From an optimization exercise on the open Yosys and OpenROAD flow, aimed at small area, a short achievable clock period and few clock cycles per item; shortcuts taken in it are not production practice. The RTL was checked by simulation tests, not by an equivalence proof against the original design.

## flow/design.v (module list and top-level ports; edited modules follow where they fit)
// module shipovnik_chal: 4335 lines
module shipovnik_chal (
    input  wire         clk,
    input  wire         rst,
    input  wire         start,
    input  wire [511:0] hash,
    output reg          busy,
    output reg          done,
    output reg  [437:0] ch
);
  // ...
==> flow/flow/run.sh <==
#!/bin/bash
# The standard layout, with setup repair aimed well below the 32 ns period so
# that the critical paths get sized for speed. Everything else is standard.sh.
set -euo pipefail
bash standard.sh SETUP_SLACK_MARGIN=24 finish > make_finish.log 2>&1
==> flow/standard.sh <==
#!/bin/bash
# synth_recipe.tcl (not shown) runs the flow's synth.tcl, then flattens the netlist and writes it again
# the make line also repeats each setting of config.mk as NAME=value (left out here)
make -C /OpenROAD-flow-scripts/flow DESIGN_CONFIG=/design/flow/config.mk WORK_HOME=/design/flow/orfs CLKGATE_MAP_FILE= SYNTH_SCRIPT=/design/flow/synth_recipe.tcl "${@:-finish}"
==> flow/config.mk <==
export PLATFORM = sky130hd
export DESIGN_NAME = shipovnik_chal
export DESIGN_NICKNAME = shipovnik_chal
export VERILOG_FILES = /design/flow/design.v
export SDC_FILE = /design/flow/constraint.sdc
export NUM_CORES = 4
export LEC_CHECK = 0
export CAP_MARGIN = 20
export CORE_MARGIN = 2
export CORE_UTILIZATION = 55
export SLEW_MARGIN = 20
==> flow/constraint.sdc <==
create_clock -name core_clock -period 32.0 [get_ports {clk}]
set_input_delay 6.4000 -clock core_clock [delete_from_list [all_inputs] [get_ports {clk}]]
set_output_delay 6.4000 -clock core_clock [all_outputs]
set_load 0.01 [all_outputs]
==> qor.txt, run 1 <==
Status: finished clean
Worst Tran Pin Value: 1082 ps
Top FF cell, synth: dfxtp_1
Clk slew on worst S/H paths: 70 ps
Tcrit/Tclk final: 32.35%
Ports: 955
Die Span Y: 415.5 um
Setup crit end: ch[435]
Sequential cell area share: 21.71%
Area leader, netlist: fa_1
Hold Fails Final Rpt: 0
Area after DPL: 105500 sq um
Highest Clock Rate: 0.09660 GHz
Drt first pass iters: 8
Hold Path Stages: 1
Compound-Gate Fraction of Synth Area: 11.57%
Max-slew violations: 0
CTS tree: yes
Fin Setup TNS: 0 ps
GPL Wtd Cong: 0.9879
Startpoint types: flip-flop
Largest family of logic cells by synthesized area: adder cells
Area-dominant class: multi-input gates
Die Wd: 415.5 um
Post-route cell area: 110800 sq um
Non-clk bufs: 1136
N_diodes: 48
Worst Path Required: 32590 ps
Largest net degree at the start of global routing: 217
Post-CTS Setup Repair Bufs: 65
Data buffer area share: 9.466%
Post-synth EDFFs: 442
Crit path max fanout: 6
Clock period minus worst slack: 10350 ps
Htree depth: 3
Met3 usage: 6.647%
Port buffer count: 954
Worst relative slew slack: 27.18%
Hold_ws: 599.0 ps
Testbench counts, summed over its fixed seeds: cycles 5,120, items 256.
==> inputs of run 2 (changes only) <==
--- a/flow/design.v
+++ b/flow/design.v
@@ -4208,128 +4208,58 @@
                 tadd[2*j +: 2] = gg[j-1] ? {b[2*j], ~b[2*j+1] & ~b[2*j]} : b[2*j +: 2];
         end
     endfunction
     wire [23:0] ts1 = tadd(tl0(v[4:0]), tl1(v[9:5]));
     wire [23:0] ts2 = tadd(tl2(v[14:10]), tl3(v[19:15]));
     wire [23:0] ts3 = tadd(ts1, ts2);
     wire [23:0] tv = ts3;
     wire [23:0] dig = {tv[1:0], tv[3:2], tv[5:4], tv[7:6], tv[9:8], tv[11:10], tv[13:12], tv[15:14], tv[17:16], tv[19:18], tv[21:20], tv[23:22]};
-    wire [19:0] top0 = sa[531:512] + sb[531:512];
-    wire [19:0] top1 = top0 + 20'd1;
-    wire l0_t1 = (top0[19] | (top0[18] | (top0[17] | (top0[16] | (top0[15] | (top0[14] & (top0[13] | (top0[12] | (top0[11] & (top0[10] & (top0[9] | (top0[8] | (top0[7] & (top0[6] & (top0[5] & (top0[4] | (top0[3] | (top0[2] | (top0[1] & top0[0])))))))))))))))))));
-    wire l0_t2 = (top0[19] | (top0[18] | (top0[17] | (top0[16] | (top0[15] & (top0[14] | (top0[13] | (top0[12] & (top0[11] & (top0[10] | (top0[9] | (top0[8] & (top0[7] & (top0[6] & (top0[5] | (top0[4] | (top0[3] | (top0[2] & top0[1]))))))))))))))))));
-    wire l0_t3 = (top0[19] | (top0[18] | (top0[17] | (top0[16] | (top0[15] & (top0[14] & (top0[13] & (top0[12] | (top0[11] | (top0[10] & (top0[9] & (top0[8] | (top0[7] & (top0[6] | (top0[5] & (top0[4] | (top0[3] & (top0[2] | (top0[1] | top0[0])))))))))))))))))));
-    wire l0_t4 = (top0[19] | (top0[18] | (top0[17] | (top0[16] & (top0[15] | (top0[14] | (top0[13] & (top0[12] & (top0[11] | (top0[10] | (top0[9] & (top0[8] & (top0[7] & (top0[6] | (top0[5] | (top0[4] | (top0[3] & top0[2])))))))))))))))));
-    wire l0_t5 = (top0[19] | (top0[18] | (top0[17] | (top0[16] & (top0[15] & (top0[14] | (top0[13] | (top0[12] | (top0[11] | (top0[10] | (top0[9] | (top0[8] | (top0[7] | (top0[6] & (top0[5] & (top0[4] | (top0[3] & (top0[2] & (top0[1] & top0[0])))))))))))))))))));
-    wire l0_t6 = (top0[19] | (top0[18] | (top0[17] | (top0[16] & (top0[15] & (top0[14] & (top0[13] | (top0[12] | (top0[11] & (top0[10] & (top0[9] | (top0[8] & (top0[7] | (top0[6] & (top0[5] | (top0[4] & (top0[3] | (top0[2] | top0[1]))))))))))))))))));
-    wire l0_t7 = (top0[19] | (top0[18] | (top0[17] & (top0[16] | (top0[15] | (top0[14] | (top0[13] | (top0[12] & (top0[11] & (top0[10] | (top0[9] & (top0[8] | (top0[7] | (top0[6] | (top0[5] & (top0[4] & (top0[3] | (top0[2] & (top0[1] | top0[0])))))))))))))))))));
-    wire l0_t8 = (top0[19] | (top0[18] | (top0[17] & (top0[16] | (top0[15] | (top0[14] & (top0[13] & (top0[12] | (top0[11] | (top0[10] & (top0[9] & (top0[8] & (top0[7] | (top0[6] | (top0[5] | (top0[4] & top0[3]))))))))))))))));
-    wire l0_t9 = (top0[19] | (top0[18] | (top0[17] & (top0[16] | (top0[15] & (top0[14] | (top0[13] & (top0[12] & (top0[11] | (top0[10] | (top0[9] & (top0[8] & (top0[7] & (top0[6] & (top0[5] & (top0[4] & (top0[3] & (top0[2] | (top0[1] & top0[0])))))))))))))))))));
-    wire l0_t10 = (top0[19] | (top0[18] | (top0[17] & (top0[16] & (top0[15] | (top0[14] | (top0[13] | (top0[12] | (top0[11] | (top0[10] | (top0[9] | (top0[8] | (top0[7] & (top0[6] & (top0[5] | (top0[4] & (top0[3] & (top0[2] & top0[1]))))))))))))))))));
-    wire l0_t11 = (top0[19] | (top0[18] | (top0[17] & (top0[16] & (top0[15] | (top0[14] & (top0[13] | (top0[12] | (top0[11] & (top0[10] & (top0[9] | (top0[8] & (top0[7] & (top0[6] & (top0[5] | (top0[4] | (top0[3] | (top0[2] | (top0[1] | top0[0])))))))))))))))))));
-    wire l0_t12 = (top0[19] | (top0[18] | (top0[17] & (top0[16] & (top0[15] & (top0[14] | (top0[13] | (top0[12] & (top0[11] & (top0[10] | (top0[9] & (top0[8] | (top0[7] & (top0[6] | (top0[5] & (top0[4] | (top0[3] | top0[2])))))))))))))))));
-    wire l0_t13 = (top0[19] | (top0[18] | (top0[17] & (top0[16] & (top0[15] & (top0[14] & (top0[13] & (top0[12] | (top0[11] | (top0[10] & (top0[9] & (top0[8] & (top0[7] & (top0[6] | (top0[5] | (top0[4] | (top0[3] | (top0[2] & (top0[1] & top0[0])))))))))))))))))));
-    wire l0_t14 = (top0[19] | (top0[18] & (top0[17] | (top0[16] | (top0[15] | (top0[14] | (top0[13] & (top0[12] & (top0[11] | (top0[10] & (top0[9] | (top0[8] | (top0[7] | (top0[6] & (top0[5] & (top0[4] | (top0[3] & (top0[2] | top0[1]))))))))))))))))));
-    wire l0_t15 = (top0[19] | (top0[18] & (top0[17] | (top0[16] | (top0[15] & (top0[14] | (top0[13] | (top0[12] | (top0[11] | (top0[10] | (top0[9] | (top0[8] & (top0[7] | (top0[6] & (top0[5] | (top0[4] | (top0[3] & (top0[2] & (top0[1] | top0[0])))))))))))))))))));
-    wire l0_t16 = (top0[19] | (top0[18] & (top0[17] | (top0[16] | (top0[15] & (top0[14] & (top0[13] | (top0[12] | (top0[11] & (top0[10] & (top0[9] & (top0[8] | (top0[7] | (top0[6] | (top0[5] & top0[4])))))))))))))));
-    wire l0_t17 = (top0[19] | (top0[18] & (top0[17] | (top0[16] & (top0[15] | (top0[14] | (top0[13] | (top0[12] & (top0[11] & (top0[10] | (top0[9] & (top0[8] & (top0[7] | (top0[6] | (top0[5] | (top0[4] & (top0[3] | (top0[2] | (top0[1] & top0[0])))))))))))))))))));
-    wire l0_t18 = (top0[19] | (top0[18] & (top0[17] | (top0[16] & (top0[15] | (top0[14] & (top0[13] & (top0[12] | (top0[11] | (top0[10] & (top0[9] & (top0[8] & (top0[7] & (top0[6] & (top0[5] & (top0[4] & (top0[3] | (top0[2] & top0[1]))))))))))))))))));
-    wire l0_t19 = (top0[19] | (top0[18] & (top0[17] | (top0[16] & (top0[15] & (top0[14] | (top0[13] & (top0[12] & (top0[11] | (top0[10] & (top0[9] | (top0[8] | (top0[7] & (top0[6] & (top0[5] | (top0[4] & (top0[3] & (top0[2] | (top0[1] | top0[0])))))))))))))))))));
-    wire l0_t20 = (top0[19] | (top0[18] & (top0[17] & (top0[16] | (top0[15] | (top0[14] | (top0[13] | (top0[12] | (top0[11] | (top0[10] | (top0[9] | (top0[8] & (top0[7] & (top0[6] | (top0[5] & (top0[4] & (top0[3] & top0[2])))))))))))))))));
-    wire l0_t21 = (top0[19] | (top0[18] & (top0[17] & (top0[16] | (top0[15] | (top0[14] & (top0[13] | (top0[12] | (top0[11] & (top0[10] & (top0[9] & (top0[8] | (top0[7] & (top0[6] | (top0[5] | (top0[4] & (top0[3] & (top0[2] & (top0[1] & top0[0])))))))))))))))))));
-    wire l0_t22 = (top0[19] | (top0[18] & (top0[17] & (top0[16] | (top0[15] & (top0[14] | (top0[13] | (top0[12] & (top0[11] & (top0[10] | (top0[9] & (top0[8] & (top0[7] & (top0[6] | (top0[5] | (top0[4] | (top0[3] | (top0[2] | top0[1]))))))))))))))))));
-    wire l0_t23 = (top0[19] | (top0[18] & (top0[17] & (top0[16] | (top0[15] & (top0[14] & (top0[13] & (top0[12] | (top0[11] & (top0[10] | (top0[9] | (top0[8] | (top0[7] | (top0[6] & (top0[5] & (top0[4] | (top0[3] | (top0[2] & (top0[1] | top0[0])))))))))))))))))));
-    wire l0_t24 = (top0[19] | (top0[18] & (top0[17] & (top0[16] & (top0[15] | (top0[14] | (top0[13] & (top0[12] & (top0[11] | (top0[10] & (top0[9] | (top0[8] & (top0[7] | (top0[6] & (top0[5] | (top0[4] | top0[3]))))))))))))))));
-    wire l0_t25 = (top0[19] | (top0[18] & (top0[17] & (top0[16] & (top0[15] & (top0[14] | (top0[13] | (top0[12] | (top0[11] | (top0[10] | (top0[9] & (top0[8] | (top0[7] | (top0[6] | (top0[5] & (top0[4] | (top0[3] & (top0[2] | (top0[1] & top0[0])))))))))))))))))));
-    wire l0_t26 = (top0[19] | (top0[18] & (top0[17] & (top0[16] & (top0[15] & (top0[14] & (top0[13] | (top0[12] | (top0[11] & (top0[10] & (top0[9] & (top0[8] & (top0[7] | (top0[6] | (top0[5] | (top0[4] | (top0[3] & (top0[2] & top0[1]))))))))))))))))));
-    wire [25:0] l0_th = {l0_t26, l0_t25, l0_t24, l0_t23, l0_t22, l0_t21, l0_t20, l0_t19, l0_t18, l0_t17, l0_t16, l0_t15, l0_t14, l0_t13, l0_t12, l0_t11, l0_t10, l0_t9, l0_t8, l0_t7, l0_t6, l0_t5, l0_t4, l0_t3, l0_t2, l0_t1};
-    wire l1_t1 = (top1[19] | (top1[18] | (top1[17] | (top1[16] | (top1[15] | (top1[14] & (top1[13] | (top1[12] | (top1[11] & (top1[10] & (top1[9] | (top1[8] | (top1[7] & (top1[6] & (top1[5] & (top1[4] | (top1[3] | (top1[2] | (top1[1] & top1[0])))))))))))))))))));
-    wire l1_t2 = (top1[19] | (top1[18] | (top1[17] | (top1[16] | (top1[15] & (top1[14] | (top1[13] | (top1[12] & (top1[11] & (top1[10] | (top1[9] | (top1[8] & (top1[7] & (top1[6] & (top1[5] | (top1[4] | (top1[3] | (top1[2] & top1[1]))))))))))))))))));
-    wire l1_t3 = (top1[19] | (top1[18] | (top1[17] | (top1[16] | (top1[15] & (top1[14] & (top1[13] & (top1[12] | (top1[11] | (top1[10] & (top1[9] & (top1[8] | (top1[7] & (top1[6] | (top1[5] & (top1[4] | (top1[3] & (top1[2] | (top1[1] | top1[0])))))))))))))))))));
-    wire l1_t4 = (top1[19] | (top1[18] | (top1[17] | (top1[16] & (top1[15] | (top1[14] | (top1[13] & (top1[12] & (top1[11] | (top1[10] | (top1[9] & (top1[8] & (top1[7] & (top1[6] | (top1[5] | (top1[4] | (top1[3] & top1[2])))))))))))))))));
-    wire l1_t5 = (top1[19] | (top1[18] | (top1[17] | (top1[16] & (top1[15] & (top1[14] | (top1[13] | (top1[12] | (top1[11] | (top1[10] | (top1[9] | (top1[8] | (top1[7] | (top1[6] & (top1[5] & (top1[4] | (top1[3] & (top1[2] & (top1[1] & top1[0])))))))))))))))))));
-    wire l1_t6 = (top1[19] | (top1[18] | (top1[17] | (top1[16] & (top1[15] & (top1[14] & (top1[13] | (top1[12] | (top1[11] & (top1[10] & (top1[9] | (top1[8] & (top1[7] | (top1[6] & (top1[5] | (top1[4] & (top1[3] | (top1[2] | top1[1]))))))))))))))))));
-    wire l1_t7 = (top1[19] | (top1[18] | (top1[17] & (top1[16] | (top1[15] | (top1[14] | (top1[13] | (top1[12] & (top1[11] & (top1[10] | (top1[9] & (top1[8] | (top1[7] | (top1[6] | (top1[5] & (top1[4] & (top1[3] | (top1[2] & (top1[1] | top1[0])))))))))))))))))));
-    wire l1_t8 = (top1[19] | (top1[18] | (top1[17] & (top1[16] | (top1[15] | (top1[14] & (top1[13] & (top1[12] | (top1[11] | (top1[10] & (top1[9] & (top1[8] & (top1[7] | (top1[6] | (top1[5] | (top1[4] & top1[3]))))))))))))))));
-    wire l1_t9 = (top1[19] | (top1[18] | (top1[17] & (top1[16] | (top1[15] & (top1[14] | (top1[13] & (top1[12] & (top1[11] | (top1[10] | (top1[9] & (top1[8] & (top1[7] & (top1[6] & (top1[5] & (top1[4] & (top1[3] & (top1[2] | (top1[1] & top1[0])))))))))))))))))));
-    wire l1_t10 = (top1[19] | (top1[18] | (top1[17] & (top1[16] & (top1[15] | (top1[14] | (top1[13] | (top1[12] | (top1[11] | (top1[10] | (top1[9] | (top1[8] | (top1[7] & (top1[6] & (top1[5] | (top1[4] & (top1[3] & (top1[2] & top1[1]))))))))))))))))));
-    wire l1_t11 = (top1[19] | (top1[18] | (top1[17] & (top1[16] & (top1[15] | (top1[14] & (top1[13] | (top1[12] | (top1[11] & (top1[10] & (top1[9] | (top1[8] & (top1[7] & (top1[6] & (top1[5] | (top1[4] | (top1[3] | (top1[2] | (top1[1] | top1[0])))))))))))))))))));
-    wire l1_t12 = (top1[19] | (top1[18] | (top1[17] & (top1[16] & (top1[15] & (top1[14] | (top1[13] | (top1[12] & (top1[11] & (top1[10] | (top1[9] & (top1[8] | (top1[7] & (top1[6] | (top1[5] & (top1[4] | (top1[3] | top1[2])))))))))))))))));
-    wire l1_t13 = (top1[19] | (top1[18] | (top1[17] & (top1[16] & (top1[15] & (top1[14] & (top1[13] & (top1[12] | (top1[11] | (top1[10] & (top1[9] & (top1[8] & (top1[7] & (top1[6] | (top1[5] | (top1[4] | (top1[3] | (top1[2] & (top1[1] & top1[0])))))))))))))))))));
-    wire l1_t14 = (top1[19] | (top1[18] & (top1[17] | (top1[16] | (top1[15] | (top1[14] | (top1[13] & (top1[12] & (top1[11] | (top1[10] & (top1[9] | (top1[8] | (top1[7] | (top1[6] & (top1[5] & (top1[4] | (top1[3] & (top1[2] | top1[1]))))))))))))))))));
-    wire l1_t15 = (top1[19] | (top1[18] & (top1[17] | (top1[16] | (top1[15] & (top1[14] | (top1[13] | (top1[12] | (top1[11] | (top1[10] | (top1[9] | (top1[8] & (top1[7] | (top1[6] & (top1[5] | (top1[4] | (top1[3] & (top1[2] & (top1[1] | top1[0])))))))))))))))))));
-    wire l1_t16 = (top1[19] | (top1[18] & (top1[17] | (top1[16] | (top1[15] & (top1[14] & (top1[13] | (top1[12] | (top1[11] & (top1[10] & (top1[9] & (top1[8] | (top1[7] | (top1[6] | (top1[5] & top1[4])))))))))))))));
-    wire l1_t17 = (top1[19] | (top1[18] & (top1[17] | (top1[16] & (top1[15] | (top1[14] | (top1[13] | (top1[12] & (top1[11] & (top1[10] | (top1[9] & (top1[8] & (top1[7] | (top1[6] | (top1[5] | (top1[4] & (top1[3] | (top1[2] | (top1[1] & top1[0])))))))))))))))))));
-    wire l1_t18 = (top1[19] | (top1[18] & (top1[17] | (top1[16] & (top1[15] | (top1[14] & (top1[13] & (top1[12] | (top1[11] | (top1[10] & (top1[9] & (top1[8] & (top1[7] & (top1[6] & (top1[5] & (top1[4] & (top1[3] | (top1[2] & top1[1]))))))))))))))))));
-    wire l1_t19 = (top1[19] | (top1[18] & (top1[17] | (top1[16] & (top1[15] & (top1[14] | (top1[13] & (top1[12] & (top1[11] | (top1[10] & (top1[9] | (top1[8] | (top1[7] & (top1[6] & (top1[5] | (top1[4] & (top1[3] & (top1[2] | (top1[1] | top1[0])))))))))))))))))));
-    wire l1_t20 = (top1[19] | (top1[18] & (top1[17] & (top1[16] | (top1[15] | (top1[14] | (top1[13] | (top1[12] | (top1[11] | (top1[10] | (top1[9] | (top1[8] & (top1[7] & (top1[6] | (top1[5] & (top1[4] & (top1[3] & top1[2])))))))))))))))));
-    wire l1_t21 = (top1[19] | (top1[18] & (top1[17] & (top1[16] | (top1[15] | (top1[14] & (top1[13] | (top1[12] | (top1[11] & (top1[10] & (top1[9] & (top1[8] | (top1[7] & (top1[6] | (top1[5] | (top1[4] & (top1[3] & (top1[2] & (top1[1] & top1[0])))))))))))))))))));
-    wire l1_t22 = (top1[19] | (top1[18] & (top1[17] & (top1[16] | (top1[15] & (top1[14] | (top1[13] | (top1[12] & (top1[11] & (top1[10] | (top1[9] & (top1[8] & (top1[7] & (top1[6] | (top1[5] | (top1[4] | (top1[3] | (top1[2] | top1[1]))))))))))))))))));
-    wire l1_t23 = (top1[19] | (top1[18] & (top1[17] & (top1[16] | (top1[15] & (top1[14] & (top1[13] & (top1[12] | (top1[11] & (top1[10] | (top1[9] | (top1[8] | (top1[7] | (top1[6] & (top1[5] & (top1[4] | (top1[3] | (top1[2] & (top1[1] | top1[0])))))))))))))))))));
-    wire l1_t24 = (top1[19] | (top1[18] & (top1[17] & (top1[16] & (top1[15] | (top1[14] | (top1[13] & (top1[12] & (top1[11] | (top1[10] & (top1[9] | (top1[8] & (top1[7] | (top1[6] & (top1[5] | (top1[4] | top1[3]))))))))))))))));
-    wire l1_t25 = (top1[19] | (top1[18] & (top1[17] & (top1[16] & (top1[15] & (top1[14] | (top1[13] | (top1[12] | (top1[11] | (top1[10] | (top1[9] & (top1[8] | (top1[7] | (top1[6] | (top1[5] & (top1[4] | (top1[3] & (top1[2] | (top1[1] & top1[0])))))))))))))))))));
-    wire l1_t26 = (top1[19] | (top1[18] & (top1[17] & (top1[16] & (top1[15] & (top1[14] & (top1[13] | (top1[12] | (top1[11] & (top1[10] & (top1[9] & (top1[8] & (top1[7] | (top1[6] | (top1[5] | (top1[4] | (top1[3] & (top1[2] & top1[1]))))))))))))))))));
-    wire [25:0] l1_th = {l1_t26, l1_t25, l1_t24, l1_t23, l1_t22, l1_t21, l1_t20, l1_t19, l1_t18, l1_t17, l1_t16, l1_t15, l1_t14, l1_t13, l1_t12, l1_t11, l1_t10, l1_t9, l1_t8, l1_t7, l1_t6, l1_t5, l1_t4, l1_t3, l1_t2, l1_t1};
-    function [4:0] thq;
-        input [25:0] th;
-        integer j;
-        begin
-            thq = 5'd0;
-            for (j = 0; j < 26; j = j + 1)
-                if (th[j]) thq = j + 1;
-        end
-    endfunction
-    localparam [161:0] LASTTAB = 162'h2a68a9961a2482a59265545851068608914120400;
-    wire [4:0] lq = G[511] ? thq(l1_th) : thq(l0_th);
-    wire [5:0] last = LASTTAB[6*lq +: 6];
     always @(posedge clk) begin
         x <= ld ? hash : prod[511:0];
         v <= prod[531:512];
     end
     always @(posedge clk) begin
         if (rst) begin
             busy <= 1'b0;
             ld   <= 1'b1;
             done <= 1'b0;
             cnt  <= 5'd0;
         end else begin
             done <= 1'b0;
-            if (!busy) begin
+            if (cnt == 5'd0) begin
                 if (start) begin
                     busy <= 1'b1;
                     ld   <= 1'b0;
-                    cnt  <= 5'd0;
+                    cnt  <= 5'd1;
                 end
+            end else if (cnt == 5'd20) begin
+                busy <= 1'b0;
+                ld   <= 1'b1;
+                done <= 1'b1;
+                cnt  <= 5'd0;
             end else begin
                 cnt <= cnt + 5'd1;
-                if (cnt == 5'd18) begin
-                    busy <= 1'b0;
-                    ld   <= 1'b1;
-                    done <= 1'b1;
-                end
             end
         end
     end
     always @(posedge clk) begin
-        if (busy) begin
-            if (cnt == 5'd1) ch[23:0] <= dig[23:0];
-            if (cnt == 5'd2) ch[47:24] <= dig[23:0];
-            if (cnt == 5'd3) ch[71:48] <= dig[23:0];
-            if (cnt == 5'd4) ch[95:72] <= dig[23:0];
-            if (cnt == 5'd5) ch[119:96] <= dig[23:0];
-            if (cnt == 5'd6) ch[143:120] <= dig[23:0];
-            if (cnt == 5'd7) ch[167:144] <= dig[23:0];
-            if (cnt == 5'd8) ch[191:168] <= dig[23:0];
-            if (cnt == 5'd9) ch[215:192] <= dig[23:0];
-            if (cnt == 5'd10) ch[239:216] <= dig[23:0];
-            if (cnt == 5'd11) ch[263:240] <= dig[23:0];
-            if (cnt == 5'd12) ch[287:264] <= dig[23:0];
-            if (cnt == 5'd13) ch[311:288] <= dig[23:0];
-            if (cnt == 5'd14) ch[335:312] <= dig[23:0];
-            if (cnt == 5'd15) ch[359:336] <= dig[23:0];
-            if (cnt == 5'd16) ch[383:360] <= dig[23:0];
-            if (cnt == 5'd17) ch[407:384] <= dig[23:0];
-            if (cnt == 5'd18) ch[431:408] <= dig[23:0];
-            if (cnt == 5'd18) ch[437:432] <= last;
-        end
+            if (cnt == 5'd2) ch[23:0] <= dig[23:0];
+            if (cnt == 5'd3) ch[47:24] <= dig[23:0];
+            if (cnt == 5'd4) ch[71:48] <= dig[23:0];
+            if (cnt == 5'd5) ch[95:72] <= dig[23:0];
+            if (cnt == 5'd6) ch[119:96] <= dig[23:0];
+            if (cnt == 5'd7) ch[143:120] <= dig[23:0];
+            if (cnt == 5'd8) ch[167:144] <= dig[23:0];
+            if (cnt == 5'd9) ch[191:168] <= dig[23:0];
+            if (cnt == 5'd10) ch[215:192] <= dig[23:0];
+            if (cnt == 5'd11) ch[239:216] <= dig[23:0];
+            if (cnt == 5'd12) ch[263:240] <= dig[23:0];
+            if (cnt == 5'd13) ch[287:264] <= dig[23:0];
+            if (cnt == 5'd14) ch[311:288] <= dig[23:0];
+            if (cnt == 5'd15) ch[335:312] <= dig[23:0];
+            if (cnt == 5'd16) ch[359:336] <= dig[23:0];
+            if (cnt == 5'd17) ch[383:360] <= dig[23:0];
+            if (cnt == 5'd18) ch[407:384] <= dig[23:0];
+            if (cnt == 5'd19) ch[431:408] <= dig[23:0];
+            if (cnt == 5'd20) ch[437:432] <= dig[5:0];
     end
 endmodule
==> flow/flow/run.sh (replaced) <==
#!/bin/bash
# The standard layout (standard.sh), with three changes to how it is made:
#  - ports are buffered with sky130_fd_sc_hd__buf_1 rather than the default cell,
#  - sizing may change a cell's footprint (MATCH_CELL_FOOTPRINT=0),
#  - setup repair aims 24 ns below the 32 ns period, so critical paths get sized.
# make's full output goes to make_finish.log here; each step's log is under orfs/logs.
set -euo pipefail
bash standard.sh MATCH_CELL_FOOTPRINT=0 SETUP_SLACK_MARGIN=24 \
  "BUFFER_PORTS_ARGS=-buffer_cell sky130_fd_sc_hd__buf_1" finish > make_finish.log 2>&1
==> run 2 against run 1 <==
Effect of this change:
- still clean on timing, DRC and antenna
- worst setup slack gained 2500 ps
- final cell count shrank 5.8%
- fmax grew 32%
- clock skew grew 34 ps
- count of clock-buffer cells in the layout grew 5
- non-clock buffer count shrank 107
- die area shrank 3.0%
- global-route usage shrank 0.64 points
- synthesized cell count shrank 6.6%
- sequential share of layout area grew 2.1 points
==> qor.txt, run 2 <==
Initial antenna violation count: 67 (was 58)
Worst Path Buf+Inv: 1 (was 5)
Hold Fails Final Rpt: 0 (unchanged)
Port buffer count: 954 (unchanged)
Reg2reg setup slack: 24270 ps (was 21650 ps)
Post-synth EDFFs: 442 (unchanged)
Clk slew on worst S/H paths: 60 ps (was 70 ps)
Cell with the most instances after synthesis: fa_1 (unchanged)
HP Class: reg -> reg (unchanged)
Post-synthesis cell type count: 110 (was 116)
Final setup fails: 0 (unchanged)
Num CTS Buffers: 111 (was 108)
CTS Sinks: 978 (unchanged)
Post-synth top cells: 1778 x fa_1, 661 x inv_1, 556 x ha_1, 536 x dfxtp_1, 454 x a21o_1 (was 1778 x fa_1, 677 x inv_1, 566 x ha_1, 536 x dfxtp_1, 473 x o21ai_0)
Crit path max fanout: 1 (was 6)
Syn_area_per_cell: 12.55 sq um (was 12.09 sq um)
CTS tree: yes (unchanged)
Die Wd: 409.1 um (was 415.5 um)
Startpoint types: flip-flop (unchanged)
CP Depth: 1 (was 42)
Synth async-reset ratio: 0% (unchanged)
Highest Signal Layer: met5 (unchanged)
Fraction of layout cells with a size suffix above 1: 8.544% (was 11.12%)
Metal2 WL: 135000 um (was 145700 um)
Crit path launch: ch[122] (was x[501])
CP delay by family, top: buffers and inverters (was adder cells)
Worst Tran Pin Value: 1194 ps (was 1082 ps)
GRT overflow: 0 (unchanged)
Clock period minus worst slack: 7866 ps (was 10350 ps)
Crit path largest cell delay: 340 ps (was 530 ps)
Ports: 955 (unchanged)
Post-route cell area: 101000 sq um (was 110800 sq um)
Drt first pass iters: 7 (was 8)
Placed Cells: 10.21k (was 10.75k)
Syn-to-layout area delta: 11.91% (was 18.97%)
Worst r2r path cells: 32 (was 42)
RSZ-0062 raised after global routing: yes (unchanged)
Largest regs: x x512, ch x438, v x20 (unchanged)
FILL cells: 13.22k (was 13.21k)
Starting Density: 55.40% (was 55.19%)
Max-slew violations: 0 (unchanged)
YS warnings: 1 (unchanged)
Tcrit/Tclk final: 24.58% (was 32.35%)
Via count: 61.46k (was 66.33k)
GPL Wtd Cong: 0.9910 (was 0.9879)
Fin Setup TNS: 0 ps (unchanged)
Initial DRC count: 4577 (was 4903)
Mapped Nets: 10.04k (was 10.56k)
Seq/Total Area, Yosys: 26.59% (was 25.78%)
Synth area leaders: fa_1 39%, edfxtp_1 15%, dfxtp_1 12% (was fa_1 38%, edfxtp_1 14%, dfxtp_1 12%)
Arr. time, crit path: 1470 ps (was 10940 ps)
Commonest cells after routing, fill and taps aside: 1764 x fa_1, 950 x buf_1, 655 x inv_1, 553 x ha_1, 527 x dfxtp_1 (was 1749 x fa_1, 656 x inv_1, 557 x ha_1, 514 x clkdlybuf4s50_1, 513 x dfxtp_1)
Wire per inst: 27.06 um (was 27.03 um)
Die Span Y: 409.1 um (was 415.5 um)
Status: finished clean (unchanged)
Maximum clock path buffer count: 3 (unchanged)
CTS Hold Buffers Added: 0 (unchanged)
Area after DPL: 96350 sq um (was 105500 sq um)
Synth top area share: 39.43% (was 38.23%)
Final WS setup: 24130 ps (was 21650 ps)
Clock latency (worst-skew pair): 800 ps (was 770 ps)
Critical path class: reg -> out (was reg -> reg)
Worst Path Required: 25600 ps (was 32590 ps)
Metal-1 WL: 111500 um (was 111000 um)
Cell area after synthesis: 90280 sq um (was 93110 sq um)
Worst relative slew slack: 20.23% (was 27.18%)
RR Startpoint: x[0] (was x[501])
Drt drc: 0 (unchanged)
RR Endpoint: x[474] (was ch[435])
Area leader, netlist: fa_1 (unchanged)
Highest Clock Rate: 0.1271 GHz (was 0.09660 GHz)
Htree depth: 3 (unchanged)
Yosys reg bits: 978 (unchanged)
Clk_skew: 68.71 ps (was 34.47 ps)
Largest net degree at the start of global routing: 103 (was 217)
CP max stage cell: buf_1 (was fa_1)
Commonest non-fill, non-tap cell in the layout: fa_1 (unchanged)
HPWL after DPL: 238300 um (was 248200 um)
Fin cells: 10.49k (was 11.13k)
Total GRT Usage: 34.67% (was 35.31%)
Core area: 163000 sq um (was 168700 sq um)
Post-route ant nets: 0 (unchanged)
# nets final: 11.03k (was 11.63k)
Total of max-cap violations: 0 (unchanged)
Number of flip-flops in the largest register: 512 (unchanged)
Cell Chain, Critical Path: buf_1
Root buffer cell: clkbuf_16 (unchanged)
Setup crit end: ch[122] (was ch[435])
CP endpoint kind: primary output (was flip-flop)
Vias in the first global route: 65.68k (was 71.18k)
DR vias/cell: 5.860 (was 5.961)
Top FF cell, synth: dfxtp_1 (unchanged)
Syn Inst Count: 7193 (was 7703)
Post-Route WL: 283800 um (was 300800 um)
Die Area: 167400 sq um (was 172600 sq um)
Met3 WL: 21500 um (was 20530 um)
Top reg by flops: x (unchanged)
Rows: 148 (was 151)
First-pass GRT wire length: 426400 um (was 450700 um)
Placement-stage worst setup slack: 22490 ps (was 20740 ps)
==> run 2: changes by cell type in the layout (fill, tap and decap cells not counted), sizes merged, moves of 25 or more <==
cell,change
a21oi,-67
nand2,-47
nand3,-25
nor2,-60
o21ai,-47
xnor2,-29
inv,-28
buf,+843
dlygate4sd2,-438
clkdlybuf4s50,-514
==> run 2: worst register-to-register path, delay by kind of cell, from the launching register on <==
kind            cells  cell delay [ps]
compound gates     11             2380
fa+ha+maj          11             3380
buf+inv             4              360
flops               1              430
mux                 1              270
simple gates        5              800
==> run 2: kinds of logic (layout without fill, tap and decap cells) <==
group | count (synthesis) | after routing | share of synthesized area (%)
adders and majority gates | 2336 | 2336 | 47.16
AOI/OAI and AO/OA | 1432 | 1432 | 10.50
and+or+nand+nor | 1031 | 1031 | 5.587
DFF | 978 | 978 | 26.59
buffers and inverters | 825 | 1907 | 3.588
muxes | 308 | 308 | 3.832
xor gates and xnor gates | 283 | 283 | 2.746
other | 0 | 37 | 0
==> run 2: timing repair <==
action / 4_1_cts / 5_1_grt
buffers inserted: 9 / 18
endpoints found under the setup margin: 276 / 174
pin swaps: 12 / 25
gates resized for setup: 69 / 38
==> run 2: metrics by stage <==
| stage | util, % | hold WS [ps] |
|---|---|---|
| after floorplan | - | 480.5 |
| after global placement | 59.13 | 450.8 |
| after detailed placement | 59.13 | 460.9 |
| after CTS | 61.74 | 469.7 |
| after global routing | 61.99 | 501.3 |
| final | 62.00 | 470.3 |
==> run 2: worst min path at each step <==
stage | startpoint | to | slack (ps) | cells after the start
3_5_place_dp | busy | busy | 460 | 2
2_1_floorplan | busy | busy | 480 | 2
4_1_cts | busy | busy | 470 | 2
6_report | busy | busy | 470 | 2
5_1_grt | busy | busy | 500 | 2
3_3_place_gp | busy | busy | 450 | 2
==> run 2: layout make-up <==
type                    instances  area, sq um  share of cell area (%)
multi-input cells            5390        63490                   62.84
clock buffers                 132         2917                   2.887
flip-flops and latches        978        24030                   23.78
repair buffers               1029         4198                   4.155
well taps                    2175         2721                   2.694
inverters                     667         2504                   2.478
clock inverters                79         1086                   1.075
diodes                         37        92.59                 0.09164
==> run 2: per-layer routing <==
| metal | up-vias | global-route usage (%) |
|---|---|---|
| li1 | 26660 | - |
| met3 | 564 | 6.746 |
| met4 | 42 | 17.49 |
| met5 | - | 0 |
| met2 | 2538 | 55.51 |
| met1 | 31660 | 45.25 |
Testbench counts of run 2, summed over its fixed seeds: cycles 5,376, items 256.
==> inputs of run 3 (changes only) <==
--- a/flow/config.mk
+++ b/flow/config.mk
@@ -9,3 +9,5 @@
 export CORE_MARGIN = 2
 export CORE_UTILIZATION = 55
+export CTS_CLUSTER_DIAMETER = 100
+export CTS_CLUSTER_SIZE = 20
 export SLEW_MARGIN = 20
==> run 3 against run 2 <==
Effect of this change:
- non-clock buffer count is 4 lower
- design area is 1.9% lower
- clock skew is 36 ps lower
- final cell count is 0.93% lower
- worst setup slack worse by 22 ps
- utilization is 1.2 points lower
- area after synthesis stayed put
- flip-flop and latch count stayed put
- fmax is 0.28% lower
- critical endpoint is now ch[85]
- highest routed layer unchanged
==> qor.txt, run 3 <==
Status: finished clean (unchanged)
Largest net degree at the start of global routing: 103 (unchanged)
Synth async-reset ratio: 0% (unchanged)
Syn_area_per_cell: 12.55 sq um (unchanged)
Total of max-cap violations: 0 (unchanged)
Synth top area share: 39.43% (unchanged)
Maximum clock path buffer count: 3 (unchanged)
Syn-to-layout area delta: 9.795% (was 11.91%)
Initial antenna violation count: 78 (was 67)
Root buffer cell: clkbuf_16 (unchanged)
Critical path class: reg -> out (unchanged)
Cell Chain, Critical Path: buf_1 (unchanged)
Syn Inst Count: 7193 (unchanged)
Vias in the first global route: 65.17k (was 65.68k)
Worst relative slew slack: 18.77% (was 20.23%)
Post-synthesis cell type count: 110 (unchanged)
HP Class: reg -> reg (unchanged)
Fin Setup TNS: 0 ps (unchanged)
CTS tree: yes (unchanged)
Total GRT Usage: 34.51% (was 34.67%)
Crit path launch: ch[85] (was ch[122])
Crit path largest cell delay: 440 ps (was 340 ps)
YS warnings: 1 (unchanged)
Drt drc: 0 (unchanged)
Post-synth top cells: 1778 x fa_1, 661 x inv_1, 556 x ha_1, 536 x dfxtp_1, 454 x a21o_1 (unchanged)
CTS Hold Buffers Added: 0 (unchanged)
Crit path max fanout: 1 (unchanged)
Clk_skew: 33.03 ps (was 68.71 ps)
Tcrit/Tclk final: 24.65% (was 24.58%)
DR vias/cell: 5.892 (was 5.860)
Hold Crit Start: busy (unchanged)
Die Wd: 409.1 um (unchanged)
Hold Fails Final Rpt: 0 (unchanged)
Rows: 148 (unchanged)
Die Area: 167400 sq um (unchanged)
Area leader, netlist: fa_1 (unchanged)
Clock latency (worst-skew pair): 730 ps (was 800 ps)
Cell area after synthesis: 90280 sq um (unchanged)
Die Span Y: 409.1 um (unchanged)
Via count: 61.21k (was 61.46k)
Worst Path Required: 25600 ps (about the same)
Startpoint types: flip-flop (unchanged)
Starting Density: 55.40% (unchanged)
Max-slew violations: 0 (unchanged)
Largest regs: x x512, ch x438, v x20 (unchanged)
Commonest non-fill, non-tap cell in the layout: fa_1 (unchanged)
CP endpoint kind: primary output (unchanged)
Top FF cell, synth: dfxtp_1 (unchanged)
CP max stage cell: buf_1 (unchanged)
Cell with the most instances after synthesis: fa_1 (unchanged)
GRT overflow: 0 (unchanged)
FILL cells: 13.37k (was 13.22k)
Num CTS Buffers: 67 (was 111)
# nets final: 10.98k (was 11.03k)
Yosys reg bits: 978 (unchanged)
Arr. time, crit path: 1490 ps (was 1470 ps)
Clock period minus worst slack: 7889 ps (was 7866 ps)
Core area: 163000 sq um (unchanged)
Final setup fails: 0 (unchanged)
Initial DRC count: 4391 (was 4577)
Drt first pass iters: 8 (was 7)
Seq/Total Area, Yosys: 26.59% (unchanged)
Htree depth: 3 (unchanged)
Post-route ant nets: 0 (unchanged)
Hold_ws: 473.7 ps (was 470.3 ps)
First-pass GRT wire length: 424500 um (was 426400 um)
Mapped Nets: 10.04k (unchanged)
RSZ-0062 raised after global routing: no (was yes)
Area after DPL: 96350 sq um (unchanged)
Wire per inst: 27.23 um (was 27.06 um)
Post-synth EDFFs: 442 (unchanged)
Ports: 955 (unchanged)
CP delay by family, top: buffers and inverters (unchanged)
Post-Route WL: 282900 um (was 283800 um)
Number of flip-flops in the largest register: 512 (unchanged)
Synth area leaders: fa_1 39%, edfxtp_1 15%, dfxtp_1 12% (unchanged)
Port buffer count: 954 (unchanged)
Commonest cells after routing, fill and taps aside: 1763 x fa_1, 952 x buf_1, 656 x inv_1, 553 x ha_1, 529 x dfxtp_1 (was 1764 x fa_1, 950 x buf_1, 655 x inv_1, 553 x ha_1, 527 x dfxtp_1)
Highest Clock Rate: 0.1268 GHz (was 0.1271 GHz)
CTS Sinks: 978 (unchanged)
Top reg by flops: x (unchanged)
Worst Tran Pin Value: 1218 ps (was 1194 ps)
Clk slew on worst S/H paths: 80 ps (was 60 ps)
Post-route cell area: 99120 sq um (was 101000 sq um)
RR Startpoint: x[0] (unchanged)
GPL Wtd Cong: 0.9910 (unchanged)
HPWL after DPL: 238300 um (unchanged)
Fraction of layout cells with a size suffix above 1: 7.414% (was 8.544%)
Worst Path Buf+Inv: 1 (unchanged)
[run 3: cell types whose count changed in the layout (fill, tap and decap cells not counted), moves of 4 or more]
cell,before,now
bufinv_16,17,0
clkbuf_8,6,2
clkbuf_16,111,67
inv_6,8,3
clkinv_8,0,6
o21ai_1,17,22
clkinv_2,13,3
clkinv_1,11,1
clkinvlp_4,14,3
clkinv_4,10,4
inv_8,0,6
[run 3: routing by layer]
metal	global-route usage [%]	share of wire [%]
met1	44.95	39
met2	55.29	47
met3	6.950	7.8
met4	17.24	5.5
met5	0	0.11
[run 3: logic make-up after synthesis]
logic type,Yosys count,synth area share [%]
AND/OR/NAND/NOR,1031,5.587
adder cells (fa/ha/maj),2336,47.16
AO/OA/AOI/OAI,1432,10.50
XOR/XNOR,283,2.746
multiplexers,308,3.832
buffers and inverters,825,3.588
flip-flops,978,26.59
[run 3: final timing paths]
check                end  slack [ps]  depth (start not counted)
hold / removal      busy         470                          2
setup reg to reg  x[462]       24270                         32
setup / recovery  ch[85]       24110                          1
hold reg to reg     busy         470                          2
[run 3: cell type report]
| type | instances | area (sq um) | area share (%) |
|---|---|---|---|
| well taps | 2175 | 2721 | 2.746 |
| multi-input cells | 5390 | 63450 | 64.02 |
| clock inverters | 30 | 404.1 | 0.4077 |
| clock buffers | 84 | 1760 | 1.776 |
| repair buffers | 1025 | 4153 | 4.190 |
| diodes | 40 | 100.1 | 0.1010 |
| inverters | 667 | 2504 | 2.526 |
| flip-flops and latches | 978 | 24020 | 24.24 |
[run 3: through the flow]
stage	setup slack, ps	std cells	utilization [%]
6_report	24110	10390	60.83
5_1_grt	23870	10380	60.81
4_1_cts	24000	10330	60.60
3_5_place_dp	22490	10210	59.13
3_3_place_gp	22520	10210	59.13
2_1_floorplan	24060	7193	-
[run 3: timing repair]
item                                    CTS  global route
endpoints found under the hold margin     0             0
endpoints found under the setup margin  274           162
pin swaps                                13            22
setup buffers                             9            14
gates resized for setup                  65            32
==> inputs of run 4 (changes only) <==
==> flow/flow/run.sh (replaced) <==
#!/bin/bash
# The standard layout (standard.sh), with three changes to how it is made:
#  - ports are buffered with sky130_fd_sc_hd__buf_1 rather than the default cell,
#  - sizing may change a cell's footprint (MATCH_CELL_FOOTPRINT=0),
#  - setup repair aims 24.4 ns below the 32 ns period, so critical paths get sized.
# make's full output goes to make_finish.log here; each step's log is under orfs/logs.
set -euo pipefail
bash standard.sh MATCH_CELL_FOOTPRINT=0 SETUP_SLACK_MARGIN=24.4 \
  "BUFFER_PORTS_ARGS=-buffer_cell sky130_fd_sc_hd__buf_1" finish > make_finish.log 2>&1
--- a/flow/config.mk
+++ b/flow/config.mk
@@ -8,6 +8,4 @@
 export CAP_MARGIN = 20
 export CORE_MARGIN = 2
-export CORE_UTILIZATION = 55
-export CTS_CLUSTER_DIAMETER = 100
-export CTS_CLUSTER_SIZE = 20
+export CORE_UTILIZATION = 65
 export SLEW_MARGIN = 20
==> run 4 against run 3 <==
Effect of this change:
- wire length fell by 3.5%
- count of clock-buffer cells in the layout rose by 57
- utilization rose by 13 points
- highest routed layer unchanged
- clock skew rose by 40 ps
- first-iteration DRC count rose by 10%
- sequential share of layout area fell by 0.50 points
- global-route usage rose by 5.0 points
- critical endpoint is now ch[298]
==> qor.txt, run 4 <==
Htree depth: 3 (unchanged)
Root buffer cell: clkbuf_16 (unchanged)
Placed Cells: 9818 (was 10.21k)
Worst Path Required: 25600 ps (about the same)
Synth async-reset ratio: 0% (unchanged)
Number of flip-flops in the largest register: 512 (unchanged)
Top FF cell, synth: dfxtp_1 (unchanged)
Syn Inst Count: 7193 (unchanged)
Area after DPL: 95820 sq um (was 96350 sq um)
# nets final: 11.02k (was 10.98k)
Yosys reg bits: 978 (unchanged)
CTS tree: yes (unchanged)
Commonest cells after routing, fill and taps aside: 1756 x fa_1, 648 x inv_1, 551 x ha_1, 545 x buf_1, 514 x dfxtp_1 (was 1763 x fa_1, 952 x buf_1, 656 x inv_1, 553 x ha_1, 529 x dfxtp_1)
Ports: 955 (unchanged)
Cell with the most instances after synthesis: fa_1 (unchanged)
Cell area after synthesis: 90280 sq um (unchanged)
Largest regs: x x512, ch x438, v x20 (unchanged)
Die Span Y: 376.7 um (was 409.1 um)
Fraction of layout cells with a size suffix above 1: 13.88% (was 7.414%)
FILL cells: 9537 (was 13.37k)
Maximum clock path buffer count: 3 (unchanged)
Final setup fails: 0 (unchanged)
GPL Wtd Cong: 1.026 (was 0.9910)
RSZ-0062 raised after global routing: yes (was no)
Largest net degree at the start of global routing: 111 (was 103)
Startpoint types: flip-flop (unchanged)
Final WS setup: 24180 ps (was 24110 ps)
Syn-to-layout area delta: 12.19% (was 9.795%)
Initial antenna violation count: 107 (was 78)
Arr. time, crit path: 1420 ps (was 1490 ps)
Worst Tran Pin Value: 1145 ps (was 1218 ps)
Mapped Nets: 10.04k (unchanged)
Post-Route WL: 272900 um (was 282900 um)
CTS Sinks: 978 (unchanged)
HPWL after DPL: 226200 um (was 238300 um)
CP delay by family, top: flip-flops (was buffers and inverters)
First-pass GRT wire length: 412000 um (was 424500 um)
Critical path class: reg -> out (unchanged)
Clock period minus worst slack: 7821 ps (was 7889 ps)
Fin Setup TNS: 0 ps (unchanged)
Status: finished clean (unchanged)
Top reg by flops: x (unchanged)
Hold Fails Final Rpt: 0 (unchanged)
Post-synthesis cell type count: 110 (unchanged)
Worst relative slew slack: 23.69% (was 18.77%)
Total of max-cap violations: 0 (unchanged)
CP endpoint kind: primary output (unchanged)
Hold_ws: 533.8 ps (was 473.7 ps)
Commonest non-fill, non-tap cell in the layout: fa_1 (unchanged)
Worst Path Buf+Inv: 1 (unchanged)
Initial DRC count: 4835 (was 4391)
GRT overflow: 0 (unchanged)
Post-synth EDFFs: 442 (unchanged)
Fin cells: 10.13k (was 10.39k)
Die Wd: 376.7 um (was 409.1 um)
Crit path largest cell delay: 480 ps (was 440 ps)
Seq/Total Area, Yosys: 26.59% (unchanged)
Num CTS Buffers: 108 (was 67)
Tcrit/Tclk final: 24.44% (was 24.65%)
Clock latency (worst-skew pair): 790 ps (was 730 ps)
DR vias/cell: 6.151 (was 5.892)
Wire per inst: 26.95 um (was 27.23 um)
Die Area: 141900 sq um (was 167400 sq um)
YS warnings: 1 (unchanged)
Vias in the first global route: 66.52k (was 65.17k)
Post-synth top cells: 1778 x fa_1, 661 x inv_1, 556 x ha_1, 536 x dfxtp_1, 454 x a21o_1 (unchanged)
Via count: 62.29k (was 61.21k)
Clk_skew: 72.70 ps (was 33.03 ps)
Post-route cell area: 101300 sq um (was 99120 sq um)
CTS Hold Buffers Added: 0 (unchanged)
Synth top area share: 39.43% (unchanged)
Highest Clock Rate: 0.1279 GHz (was 0.1268 GHz)
Total GRT Usage: 39.50% (was 34.51%)
Starting Density: 65.58% (was 55.40%)
Synth area leaders: fa_1 39%, edfxtp_1 15%, dfxtp_1 12% (unchanged)
CP max stage cell: edfxtp_1 (was buf_1)
Util after Layout: 73.57% (was 60.83%)
Drt drc: 0 (unchanged)
Placement-stage worst setup slack: 22930 ps (was 22490 ps)
Drt first pass iters: 5 (was 8)
Rows: 136 (was 148)
Post-route ant nets: 0 (unchanged)
Port buffer count: 954 (unchanged)
Syn_area_per_cell: 12.55 sq um (unchanged)
Core area: 137700 sq um (was 163000 sq um)
Area leader, netlist: fa_1 (unchanged)
Cell Chain, Critical Path: buf_6 (was buf_1)
Max-slew violations: 0 (unchanged)
Crit path max fanout: 1 (unchanged)
HP Class: reg -> reg (unchanged)
Clk slew on worst S/H paths: 60 ps (was 80 ps)
## run 4: cell counts after synthesis
No cell type changed its count.
## run 4: what timing repair did
| item | in CTS | in global routing |
|---|---|---|
| hold endpoints to repair | 0 | 0 |
| resized for setup | 428 | 257 |
| setup endpoints to repair | 790 | 695 |
| pin swaps | 27 | 44 |
| buffers inserted | 20 | 17 |
## run 4: cell type report
type | count | area, sq um | share of cell area (%)
Clock buffer | 141 | 2998 | 2.960
Sequential cell | 978 | 24050 | 23.74
Timing Repair Buffer | 1029 | 4877 | 4.815
Inverter | 667 | 2506 | 2.474
Tap cell | 1794 | 2245 | 2.216
Multi-Input combinational cell | 5390 | 63710 | 62.90
Clock inverter | 56 | 729.5 | 0.7202
Antenna cell | 71 | 177.7 | 0.1754
## run 4: metal layers
layer,GRT usage [%],vias to the layer above,wire length (um)
met2,62.13,3145,129700
met1,48.39,31590,97350
met4,27.92,56,21760
li1,-,26680,-
met3,9.354,812,23740
met5,0,-,383
## run 4: worst register-to-register path, delay by kind of cell (launching register included)
| family | cells | cell delay (ps) |
|---|---|---|
| compound gates | 1 | 160 |
| simple gates | 3 | 510 |
| buf+inv | 3 | 170 |
| flops | 1 | 390 |
| fa+ha+maj | 18 | 5980 |
## run 4: worst paths after layout
path | from | endpoint | slack (ps) | depth (start not counted)
setup / recovery | ch[298] | ch[298] | 24180 | 1
hold / removal | busy | busy | 530 | 2
setup reg to reg | x[507] | v[16] | 24630 | 25
hold reg to reg | busy | busy | 530 | 2
## run 4: logic make-up after synthesis
| group | count (synthesis) | synth area share [%] |
|---|---|---|
| adder cells (fa/ha/maj) | 2336 | 47.16 |
| AO/OA/AOI/OAI | 1432 | 10.50 |
| AND/OR/NAND/NOR | 1031 | 5.587 |
| flip-flops | 978 | 26.59 |
| buffers and inverters | 825 | 3.588 |
| multiplexers | 308 | 3.832 |
| XOR/XNOR | 283 | 2.746 |
==> inputs of run 5 (changes only) <==
==> flow/flow/run.sh (replaced) <==
#!/bin/bash
# The standard layout (standard.sh), with four changes to how it is made:
#  - ports are buffered with sky130_fd_sc_hd__buf_1 rather than the default cell,
#  - sizing may change a cell's footprint (MATCH_CELL_FOOTPRINT=0),
#  - setup repair aims 24 ns below the 32 ns period, so critical paths get sized,
#  - clock tree synthesis adds no dummy loads.
# make's full output goes to make_finish.log here; each step's log is under orfs/logs.
set -euo pipefail
bash standard.sh MATCH_CELL_FOOTPRINT=0 SETUP_SLACK_MARGIN=24 \
  "BUFFER_PORTS_ARGS=-buffer_cell sky130_fd_sc_hd__buf_1" \
  "CTS_ARGS=-sink_clustering_enable -repair_clock_nets -dont_use_dummy_load" \
  finish > make_finish.log 2>&1
--- a/flow/config.mk
+++ b/flow/config.mk
@@ -8,4 +8,4 @@
 export CAP_MARGIN = 20
 export CORE_MARGIN = 2
-export CORE_UTILIZATION = 65
+export CORE_UTILIZATION = 55
 export SLEW_MARGIN = 20
==> run 5 against run 4 <==
Effect of this change:
- hold slack worse by 68 ps
- via count is 1.6% lower
- final cell count is 2.5% higher
- wire length is 3.7% higher
- synthesized cell count stayed put
- count of clock-buffer cells in the layout is 30 lower
- worst setup slack worse by 59 ps
- clock skew is 31 ps higher
- utilization is 12 points lower
- critical path depth stayed put
- critical endpoint is now busy
- highest routed layer unchanged
==> qor.txt, run 5 <==
Status: finished clean (unchanged)
Fraction of layout cells with a size suffix above 1: 7.636% (was 13.88%)
Highest Clock Rate: 0.1269 GHz (was 0.1279 GHz)
HPWL after DPL: 238300 um (was 226200 um)
Hold_ws: 465.3 ps (was 533.8 ps)
Post-synthesis cell type count: 110 (unchanged)
Critical path class: reg -> out (unchanged)
Drt first pass iters: 5 (unchanged)
Reg area: 24020 sq um (was 24050 sq um)
Syn_area_per_cell: 12.55 sq um (unchanged)
Area leader, netlist: fa_1 (unchanged)
Die Span Y: 409.1 um (was 376.7 um)
Grt met2 use: 55.33% (was 62.13%)
Arr. time, crit path: 1480 ps (was 1420 ps)
GRT busiest layer: met2 (unchanged)
Syn Inst Count: 7193 (unchanged)
Final setup fails: 0 (unchanged)
Post-synth EDFFs: 442 (unchanged)
Worst r2r path cells: 27 (was 25)
Util after Layout: 61.22% (was 73.57%)
Top FF cell, synth: dfxtp_1 (unchanged)
Commonest cells after routing, fill and taps aside: 1763 x fa_1, 951 x buf_1, 656 x inv_1, 553 x ha_1, 529 x dfxtp_1 (was 1756 x fa_1, 648 x inv_1, 551 x ha_1, 545 x buf_1, 514 x dfxtp_1)
Area occupied by multi-input gates: 63480 sq um (was 63710 sq um)
Largest family of logic cells by synthesized area: adder cells (unchanged)
Die Wd: 409.1 um (was 376.7 um)
Starting Density: 55.40% (was 65.58%)
Post-route ant nets: 0 (unchanged)
Clock latency (worst-skew pair): 780 ps (was 790 ps)
Largest net degree at the start of global routing: 103 (was 111)
Synth area leaders: fa_1 39%, edfxtp_1 15%, dfxtp_1 12% (unchanged)
DR vias/cell: 5.900 (was 6.151)
Top reg by flops: x (unchanged)
Via count: 61.27k (was 62.29k)
Rows: 148 (was 136)
Startpoint types: flip-flop (unchanged)
Drt drc: 0 (unchanged)
Worst relative slew slack: 21.58% (was 23.69%)
Clk slew on worst S/H paths: 60 ps (about the same)
Max-slew violations: 0 (unchanged)
Syn-to-layout area delta: 10.51% (was 12.19%)
CP endpoint kind: primary output (unchanged)
Synth top area share: 39.43% (unchanged)
CP delay by family, top: buffers and inverters (was flip-flops)
Met3 usage: 6.693% (was 9.354%)
XOR/XNOR share of the synthesized area: 2.746% (unchanged)
Total GRT Usage: 34.58% (was 39.50%)
Crit path largest cell delay: 400 ps (was 480 ps)
Port buffer count: 954 (unchanged)
Post-synthesis adder-cell area fraction: 47.16% (unchanged)
Clk_skew: 103.8 ps (was 72.70 ps)
Post-Route WL: 283100 um (was 272900 um)
RSZ-0062 raised after global routing: no (was yes)
Clock period minus worst slack: 7880 ps (was 7821 ps)
Htree depth: 3 (unchanged)
FILL cells: 13.31k (was 9537)
Commonest non-fill, non-tap cell in the layout: fa_1 (unchanged)
Reg2reg setup slack: 24310 ps (was 24630 ps)
CP Depth: 1 (unchanged)
Largest regs: x x512, ch x438, v x20 (unchanged)
Fin Setup TNS: 0 ps (unchanged)
Core area: 163000 sq um (was 137700 sq um)
Post-synthesis mux area share: 3.832% (unchanged)
Initial DRC count: 4495 (was 4835)
Compound-Gate Fraction of Synth Area: 10.50% (unchanged)
Worst Path Buf+Inv: 1 (unchanged)
GRT overflow: 0 (unchanged)
Hold Fails Final Rpt: 0 (unchanged)
Hold Crit Start: busy (unchanged)
Maximum clock path buffer count: 3 (unchanged)
Worst Path Required: 25600 ps (about the same)
Ports: 955 (unchanged)
Cell area after synthesis: 90280 sq um (unchanged)
Die Area: 167400 sq um (was 141900 sq um)
Num CTS Buffers: 111 (was 108)
Yosys reg bits: 978 (unchanged)
Cell Chain, Critical Path: buf_1 (was buf_6)
Hold Path Stages: 2 (unchanged)
Total of max-cap violations: 0 (unchanged)
Vias in the first global route: 65.46k (was 66.52k)
RR Endpoint: v[19] (was v[16])
Wire per inst: 27.26 um (was 26.95 um)
HP Class: reg -> reg (unchanged)
Crit path max fanout: 2 (was 1)
Synth async-reset ratio: 0% (unchanged)
CP max stage cell: buf_1 (was edfxtp_1)
Seq/Total Area, Yosys: 26.59% (unchanged)
Initial antenna violation count: 68 (was 107)
Simple-gate area share of the yosys netlist: 5.587% (unchanged)
Tcrit/Tclk final: 24.62% (was 24.44%)
CTS Sinks: 978 (unchanged)
Post-synth top cells: 1778 x fa_1, 661 x inv_1, 556 x ha_1, 536 x dfxtp_1, 454 x a21o_1 (unchanged)
Cell with the most instances after synthesis: fa_1 (unchanged)
Number of flip-flops in the largest register: 512 (unchanged)
# nets final: 11.02k (unchanged)
First-pass GRT wire length: 425100 um (was 412000 um)
Worst Tran Pin Value: 1174 ps (was 1145 ps)
CTS Hold Buffers Added: 0 (unchanged)
YS warnings: 1 (unchanged)
GPL Wtd Cong: 0.9910 (was 1.026)
GRT met1 Usage: 45.18% (was 48.39%)
Mapped Nets: 10.04k (unchanged)
Worst Hold Endpoint: busy (unchanged)
CTS tree: yes (unchanged)
RR Startpoint: x[500] (was x[507])
Root buffer cell: clkbuf_16 (unchanged)
-- run 5: what timing repair did --
action,4_1_cts,5_1_grt
endpoints found under the setup margin,276,168
setup buffers,9,15
resized for setup,68,33
pin swaps,12,20
-- run 5: routing by layer --
layer / up-vias / routed length [um]
met3: 574 / 21450
met4: 42 / 16040
met1: 31610 / 111400
met2: 2466 / 133900
li1: 26570 / -
met5: - / 273
-- run 5: worst max-delay path by stage --
| stage | end | slack, ps | startpoint |
|---|---|---|---|
| 2_1_floorplan | v[19] | 24060 | x[500] |
| 3_3_place_gp | v[16] | 22520 | x[4] |
| 3_5_place_dp | v[16] | 22490 | x[4] |
| 4_1_cts | x[494] | 24010 | x[4] |
| 5_1_grt | x[190] | 23900 | x[0] |
| 6_report | busy | 24120 | busy |
-- run 5: cell type report --
type | count | share of cell area [%]
multi-input combinational | 5390 | 63.63
inverter | 667 | 2.510
tap | 2175 | 2.728
sequential | 978 | 24.08
antenna | 37 | 0.09281
clock buffer | 111 | 2.784
timing repair buffer | 1026 | 4.171
-- run 5: cell families (layout without fill, tap and decap cells) --
| family | count (synthesis) | count (layout) |
|---|---|---|
| multiplexers | 308 | 308 |
| XOR/XNOR | 283 | 283 |
| adder cells (fa/ha/maj) | 2336 | 2336 |
| flip-flops | 978 | 978 |
| AO/OA/AOI/OAI | 1432 | 1432 |
| other | 0 | 37 |
| buffers and inverters | 825 | 1804 |
| AND/OR/NAND/NOR | 1031 | 1031 |
-- run 5: through the flow --
stage,instance area (sq um),setup WS (ps),std cells
6_report,99760,24120,10380
5_1_grt,99750,23900,10380
4_1_cts,99380,24010,10330
3_5_place_dp,96350,22490,10210
3_3_place_gp,96350,22520,10210
2_1_floorplan,90280,24060,7193
==> inputs of run 6 (changes only) <==
==> flow/flow/run.sh (replaced) <==
#!/bin/bash
# The standard layout (standard.sh), with four changes to how it is made:
#  - ports are buffered with sky130_fd_sc_hd__buf_1 rather than the default cell,
#  - sizing may change a cell's footprint (MATCH_CELL_FOOTPRINT=0),
#  - setup repair aims 24.2 ns below the 32 ns period, so critical paths get sized,
#  - clock tree synthesis adds no dummy loads.
# make's full output goes to make_finish.log here; each step's log is under orfs/logs.
set -euo pipefail
bash standard.sh MATCH_CELL_FOOTPRINT=0 SETUP_SLACK_MARGIN=24.2 \
  "BUFFER_PORTS_ARGS=-buffer_cell sky130_fd_sc_hd__buf_1" \
  "CTS_ARGS=-sink_clustering_enable -repair_clock_nets -dont_use_dummy_load" \
  finish > make_finish.log 2>&1
--- a/flow/config.mk
+++ b/flow/config.mk
@@ -8,4 +8,4 @@
 export CAP_MARGIN = 20
 export CORE_MARGIN = 2
-export CORE_UTILIZATION = 55
+export CORE_UTILIZATION = 60
 export SLEW_MARGIN = 20
==> run 6 against run 5 <==
Effect of this change:
- register-to-register slack better by 120 ps
- area after synthesis did not move
- largest cell class unchanged
- sequential share of layout area barely moved
- die area fell by 8.3%
- clock skew down 15 ps
- still clean on timing, DRC and antenna
==> qor.txt, run 6 <==
Status: finished clean (unchanged)
First-pass GRT wire length: 409900 um (was 425100 um)
Initial antenna violation count: 86 (was 68)
Crit path max fanout: 1 (was 2)
Worst Tran Pin Value: 1158 ps (was 1174 ps)
Commonest non-fill, non-tap cell in the layout: fa_1 (unchanged)
Worst relative slew slack: 21.14% (was 21.58%)
Rows: 142 (was 148)
Yosys reg bits: 978 (unchanged)
GPL Wtd Cong: 0.9892 (was 0.9910)
Post-Route WL: 272400 um (was 283100 um)
DR vias/cell: 5.956 (was 5.900)
Synth async-reset ratio: 0% (unchanged)
Seq/Total Area, Yosys: 26.59% (unchanged)
Wire per inst: 26.55 um (was 27.26 um)
Tcrit/Tclk final: 24.23% (was 24.62%)
RSZ-0062 raised after global routing: yes (was no)
Highest Clock Rate: 0.1290 GHz (was 0.1269 GHz)
Vias in the first global route: 65.45k (was 65.46k)
CP endpoint kind: primary output (unchanged)
Met3 WL: 24410 um (was 21450 um)
Initial DRC count: 4626 (was 4495)
Metal-1 WL: 101500 um (was 111400 um)
Top reg by flops: x (unchanged)
CP delay by family, top: flip-flops (was buffers and inverters)
Commonest cells after routing, fill and taps aside: 1758 x fa_1, 945 x buf_1, 649 x inv_1, 549 x ha_1, 529 x dfxtp_1 (was 1763 x fa_1, 951 x buf_1, 656 x inv_1, 553 x ha_1, 529 x dfxtp_1)
Drt drc: 0 (unchanged)
Top FF cell, synth: dfxtp_1 (unchanged)
Clk slew on worst S/H paths: 60 ps (about the same)
Htree depth: 3 (unchanged)
Area after DPL: 96170 sq um (was 96350 sq um)
Die Area: 153600 sq um (was 167400 sq um)
Critical path class: reg -> out (unchanged)
HP Class: reg -> reg (unchanged)
Maximum clock path buffer count: 3 (unchanged)
Cell with the most instances after synthesis: fa_1 (unchanged)
Cell Chain, Critical Path: buf_1 (unchanged)
Startpoint types: flip-flop (unchanged)
Largest regs: x x512, ch x438, v x20 (unchanged)
Clock period minus worst slack: 7754 ps (was 7880 ps)
GRT overflow: 0 (unchanged)
Total of max-cap violations: 0 (unchanged)
Highest Signal Layer: met5 (unchanged)
Syn Inst Count: 7193 (unchanged)
Hold Fails Final Rpt: 0 (unchanged)
Core area: 149600 sq um (was 163000 sq um)
Final setup fails: 0 (unchanged)
Area leader, netlist: fa_1 (unchanged)
-- run 6: cell count changes in the layout (fill, tap and decap cells not counted), moves of 5 or more --
cell | before | now
inv_1 | 656 | 649
buf_1 | 951 | 945
o21ai_0 | 409 | 404
diode_2 | 37 | 69
fa_1 | 1763 | 1758
a21oi_2 | 9 | 16
a21oi_1 | 219 | 211
inv_2 | 10 | 17
fa_2 | 15 | 20
-- run 6: timing repair --
| item | CTS | global route |
|---|---|---|
| pin swaps | 28 | 40 |
| setup buffers | 23 | 18 |
| endpoints found under the setup margin | 329 | 280 |
| endpoints found under the hold margin | 0 | 0 |
| gates resized for setup | 88 | 70 |
-- run 6: final timing paths --
path | startpoint | to | slack [ps] | cells past startpoint
max | ch[157] | ch[157] | 24250 | 1
min | busy | busy | 470 | 2
max reg2reg | x[0] | x[474] | 24430 | 32
min reg2reg | busy | busy | 470 | 2
-- run 6: final cells by class --
cell class,count,area [sq um]
sequential,978,24020
fill,11530,49720
inverter,667,2504
timing repair buffer,1032,4259
clock buffer,107,2678
tap,2016,2522
multi-input combinational,5390,63720
antenna,69,172.7
-- run 6: cell families after synthesis --
| group | count (synthesis) | synth area share [%] |
|---|---|---|
| flip-flops | 978 | 26.59 |
| AO/OA/AOI/OAI | 1432 | 10.50 |
| multiplexers | 308 | 3.832 |
| XOR/XNOR | 283 | 2.746 |
| AND/OR/NAND/NOR | 1031 | 5.587 |
| adder cells (fa/ha/maj) | 2336 | 47.16 |
| buffers and inverters | 825 | 3.588 |
-- run 6: through the flow --
step	worst slack [ps]	hold slack [ps]	util [%]	instances
global placement	22600	445.8	64.24	10040
CTS	24200	472.8	66.36	10170
floorplan	24170	480.5	-	7193
finish	24250	472.6	66.76	10260
detailed placement	22510	456.9	64.28	10040
global route	24120	492.3	66.74	10250
-- run 6: routing by layer --
| metal | global-route usage [%] | vias up |
|---|---|---|
| met5 | 0 | - |
| met4 | 22.51 | 40 |
| met3 | 8.896 | 612 |
| met2 | 56.70 | 2779 |
| met1 | 46.18 | 31050 |
| li1 | - | 26620 |
-- run 6: worst register-to-register path, delay by kind of cell, from the launching register on --
kind / cells / cell delay [ps]
flip-flops: 1 / 400
AND/OR/NAND/NOR: 5 / 790
buffers and inverters: 4 / 340
adder cells (fa/ha/maj): 11 / 3260
multiplexers: 1 / 260
AO/OA/AOI/OAI: 11 / 2350

afterwards: timing with drivers on the ports:
The results above use ideal ports. As a check the final layouts listed here were re-extracted and re-timed, cells and wires unchanged.
Step 1 sets driving cells, clkbuf_16 on the clock port and buf_2 on the other inputs (assumed; they add their load-dependent delay and slew).
Step 2, shift: input delay + t, output delay - t, t = (earliest + latest rising clock arrival at the registers) / 2. This alone moves slack from input paths to output paths.
Three values: ideal, step 1, step 2; two values: the first two.
run | shift t [ns] | slack for setup (ns) | latest minus earliest clock arrival (ns)
run 1 | 0.837 | 21.648 / 21.648 / 21.648 | 0.040 / 0.039
run 2 | 0.858 | 24.134 / 24.041 / 24.274 | 0.071 / 0.072
run 3 | 0.802 | 24.112 / 24.021 / 24.271 | 0.033 / 0.033
run 4 | 0.841 | 24.179 / 24.087 / 24.575 | 0.072 / 0.073
run 5 | 0.829 | 24.120 / 24.026 / 24.311 | 0.113 / 0.113
run 6 | 0.799 | 24.246 / 24.156 / 24.434 | 0.114 / 0.114
After both steps every run listed still meets setup and hold.
